Context: an optimization exercise on an open-source flow, tuned for small area, a short achievable clock period and few clock cycles. The choices shown serve that exercise and are no tape-out recipe.
At most, simulation tests tie the RTL to the original design; equivalence was not proved.

## cc_pool
module cc_pool #(
    parameter NCORES = 4         
) (
    input  wire                 clk,
    input  wire                 rst,
    input  wire                 cfg_target_op,
    input  wire                 cfg_palette,
    input  wire                 cfg_tie_red,
    input  wire                 cfg_rot_left,
    input  wire                 cfg_blue_arith,
    input  wire                 cfg_acc_first,
    input  wire [3:0]           cfg_arith_en,
    input  wire                 tick,
    input  wire [NCORES-1:0]    cell_valid,
    input  wire [32*NCORES-1:0] cell_data,
    input  wire [NCORES-1:0]    cell_last,
    output wire [NCORES-1:0]    cell_ready,
    output reg                  out_valid,
    output reg  [1:0]           out_core,
    output reg  [23:0]          out_rgb,
    input  wire                 out_ready,
    output wire [NCORES-1:0]    done
);
Size in the first run: roughly 190 I/O pins, about 23000 sq um of cells after synthesis.
clock: 15.5 ns
lec_check: 0
abc_area: 1
cap_margin: 20
core_margin: 2
core_utilization: 60
cts_buf_list: sky130_fd_sc_hd__clkbuf_16
cts_cluster_diameter: 60
cts_cluster_size: 25
slew_margin: 20
standard.sh (not shown) runs the stock make flow with config.mk's settings and CLKGATE_MAP_FILE= SYNTH_SCRIPT=/design/flow/synth_recipe.tcl, a recipe that flattens the netlist after the stock synthesis.
==> flow/flow/run.sh <==
#!/bin/bash
# Standard ORFS layout (the standard.sh, unchanged synthesis), with the
# timing repair steps aimed at a setup slack of 11 ns instead of 0.
bash standard.sh SETUP_SLACK_MARGIN=11 finish > standard.log 2>&1
Change:
--- a/flow/config.mk
+++ b/flow/config.mk
@@ -6,5 +6,4 @@
 export NUM_CORES = 4
 export LEC_CHECK = 0
-export ABC_AREA = 1
 export CAP_MARGIN = 20
 export CORE_MARGIN = 2
Effect: The new run ran to the end with no violations. Worst setup slack is better by 0.015 ns. Clock skew is higher by 0.0077 ns. Cell count is lower by 25%. Cell area is lower by 2.5%. Critical path depth is higher by 1. Routed wire length is lower by 14%.
Change:
==> flow/flow/run.sh (replaced) <==
#!/bin/bash
# Standard ORFS layout (the standard.sh, unchanged synthesis), with the
# timing repair steps aimed at a setup slack of 11.2 ns instead of 0.
bash standard.sh SETUP_SLACK_MARGIN=11.2 finish > standard.log 2>&1
--- a/flow/config.mk
+++ b/flow/config.mk
@@ -6,4 +6,5 @@
 export NUM_CORES = 4
 export LEC_CHECK = 0
+export ABC_AREA = 1
 export CAP_MARGIN = 20
 export CORE_MARGIN = 2
Effect: Synthesized area went up by 5.4%; non-clock buffer count decreases by 9; die area rose by 5.2%; clock-buffer cell count went down by 6.
No functional check of the RTL was part of any run of this note.

---

== run 1 ==
cc_pool, a different RTL version from the one above (not shown whole).
For scale: roughly 2,900 cells after synthesis, ~24,000 um2 of cells after synthesis.
==> flow/config.mk <==
export PLATFORM = sky130hd
export DESIGN_NAME = cc_pool
export DESIGN_NICKNAME = cc_pool
export VERILOG_FILES = /design/flow/design.v
export SDC_FILE = /design/flow/constraint.sdc
export NUM_CORES = 4
export LEC_CHECK = 0
export ABC_AREA = 1
export CAP_MARGIN = 20
export CORE_MARGIN = 2
export CORE_UTILIZATION = 60
export CTS_BUF_LIST = sky130_fd_sc_hd__clkbuf_16
export CTS_CLUSTER_DIAMETER = 60
export CTS_CLUSTER_SIZE = 25
export SLEW_MARGIN = 20
export TNS_END_PERCENT = 20
==> flow/constraint.sdc <==
create_clock -name core_clock -period 15.5 [get_ports {clk}]
set_input_delay 3.1000 -clock core_clock [delete_from_list [all_inputs] [get_ports {clk}]]
set_output_delay 3.1000 -clock core_clock [all_outputs]
set_load 0.01 [all_outputs]
==> flow/flow/run.sh <==
#!/bin/bash
# Standard ORFS layout (the standard.sh, unchanged synthesis), with the
# timing repair steps aimed at a setup slack of 11 ns instead of 0.
bash standard.sh SETUP_SLACK_MARGIN=11 finish > standard.log 2>&1
Looking at the reports, run 1 completed the entire flow and the layout it produced met the timing, design-rule and antenna checks.
Testbench counts of run 1, summed over its fixed seeds: cycles 224,677.
Input-level comparison between run 2 and run 1:
# run 1
export LEC_CHECK = 0
export ABC_AREA = 1
export CAP_MARGIN = 20
export CORE_MARGIN = 2
export CORE_UTILIZATION = 60
export CTS_BUF_LIST = sky130_fd_sc_hd__clkbuf_16
export CTS_CLUSTER_DIAMETER = 60
export CTS_CLUSTER_SIZE = 25
export SLEW_MARGIN = 20
export TNS_END_PERCENT = 20
create_clock -name core_clock -period 15.5 [get_ports {clk}]
# run 2
export LEC_CHECK = 0
export ABC_AREA = 1
export CAP_MARGIN = 20
export CORE_MARGIN = 2
export CORE_UTILIZATION = 60
export CTS_BUF_LIST = sky130_fd_sc_hd__clkbuf_16
export CTS_CLUSTER_DIAMETER = 60
export CTS_CLUSTER_SIZE = 25
export SLEW_MARGIN = 20
create_clock -name core_clock -period 15.5 [get_ports {clk}]
[summary]
The final instance area was comparable across run 1 and run 2.
Run 1 was routed with more vias than run 2.
Re met3 wire length: run 2 is 2.1% down on run 1.
On wire length of the first global-routing pass, the lower figure sits with run 1, not run 2.
For run 1, the highest metal layer with signal wires was met5, unlike run 2, where it was met4.
Of run 1 and run 2, the lower worst setup slack belongs to run 1.
Run 2 ends up with a fmax that is about 4% higher than in run 1.
On core utilization, the higher figure sits with run 2, not run 1.
Input changes introduced in run 3 (baseline for comparison: run 2):
# run 2
export LEC_CHECK = 0
export ABC_AREA = 1
export CAP_MARGIN = 20
export CORE_MARGIN = 2
export CORE_UTILIZATION = 60
export CTS_BUF_LIST = sky130_fd_sc_hd__clkbuf_16
export CTS_CLUSTER_DIAMETER = 60
export CTS_CLUSTER_SIZE = 25
export SLEW_MARGIN = 20
create_clock -name core_clock -period 15.5 [get_ports {clk}]
# run 3
export LEC_CHECK = 0
export CAP_MARGIN = 20
export CORE_MARGIN = 2
export CORE_UTILIZATION = 60
export CTS_BUF_LIST = sky130_fd_sc_hd__clkbuf_16
export CTS_CLUSTER_DIAMETER = 60
export CTS_CLUSTER_SIZE = 25
export SLEW_MARGIN = 20
create_clock -name core_clock -period 15.5 [get_ports {clk}]
==> comparison <==
Diff run 2 -> run 3: net count of the finished layout went down; width of the die fell 2.0%; area added between synthesis and finish moved up.
Against run 2 as the reference, run 3 delivers a lower die footprint.
The lower total via count in the routed design of run 2 and run 3 is in run 3.
For the worst reg2reg path depth, run 3 came in 3 lower than run 2 did.
The inputs of run 4 differ from those of run 3 as listed below.
# run 3
export LEC_CHECK = 0
export CAP_MARGIN = 20
export CORE_MARGIN = 2
export CORE_UTILIZATION = 60
export CTS_BUF_LIST = sky130_fd_sc_hd__clkbuf_16
export CTS_CLUSTER_DIAMETER = 60
export CTS_CLUSTER_SIZE = 25
export SLEW_MARGIN = 20
create_clock -name core_clock -period 15.5 [get_ports {clk}]
# run 4
export LEC_CHECK = 0
export CAP_MARGIN = 20
export CORE_MARGIN = 2
export CORE_UTILIZATION = 60
export CTS_BUF_LIST = sky130_fd_sc_hd__clkbuf_8 sky130_fd_sc_hd__clkbuf_16
export CTS_CLUSTER_DIAMETER = 50
export CTS_CLUSTER_SIZE = 18
export SLEW_MARGIN = 20
create_clock -name core_clock -period 15.5 [get_ports {clk}]
### Flow results
| minimum clock period after layout | run 4 vs run 3 | better |
[run 4 vs run 3] global-route total usage across every layer: higher in run 4
Comparing final layout net count for run 3 and run 4, the bigger number came from run 4.
Looking at total non-filler cell area in the finished layout across run 3 and run 4, the one that comes out higher is run 4.
Per the comparison of run 4 with run 3, number of filler cells placed in the layout fell by 4.9%, wire length reported by the detailed router rose by 3.2%, maximum frequency stayed essentially flat.

re-timing with driven ports:
The results above use ideal ports. As a check the final layouts listed here were re-extracted and re-timed, cells and wires unchanged.
Step 1 assumes that a clkbuf_16 drives the clock port and a buf_2 every other input.
Step 2 moves the port delays by t, midway between the first and last clock arrival at a register: inputs arrive t later, outputs are due t later. That takes back most of the time a late clock gives input paths.
a / b / c = ideal ports / drivers / drivers and shift; a / b = the first two.
run	t, ns	setup WS [ns]	hold slack, ns
the first run of note 1	0.656	11.011 / 10.954 / 10.487	0.456 / 0.456 / 0.456
the second run of note 1	0.617	11.027 / 10.967 / 10.490	0.440 / 0.440 / 0.440
the third run of note 1	0.673	11.162 / 11.101 / 10.605	0.465 / 0.465 / 0.465
run 1	0.657	10.862 / 10.802 / 10.327	0.431 / 0.431 / 0.431
run 2	0.670	11.040 / 10.979 / 10.402	0.431 / 0.431 / 0.431
run 3	0.629	10.917 / 10.917 / 10.453	0.432 / 0.432 / 0.432
run 4	0.625	10.925 / 10.925 / 10.432	0.436 / 0.436 / 0.436
After both steps setup and hold are still met in every run listed. The setup slack of run 2, which loses most, moves by -0.061 ns with the drivers and by -0.638 ns with both steps.
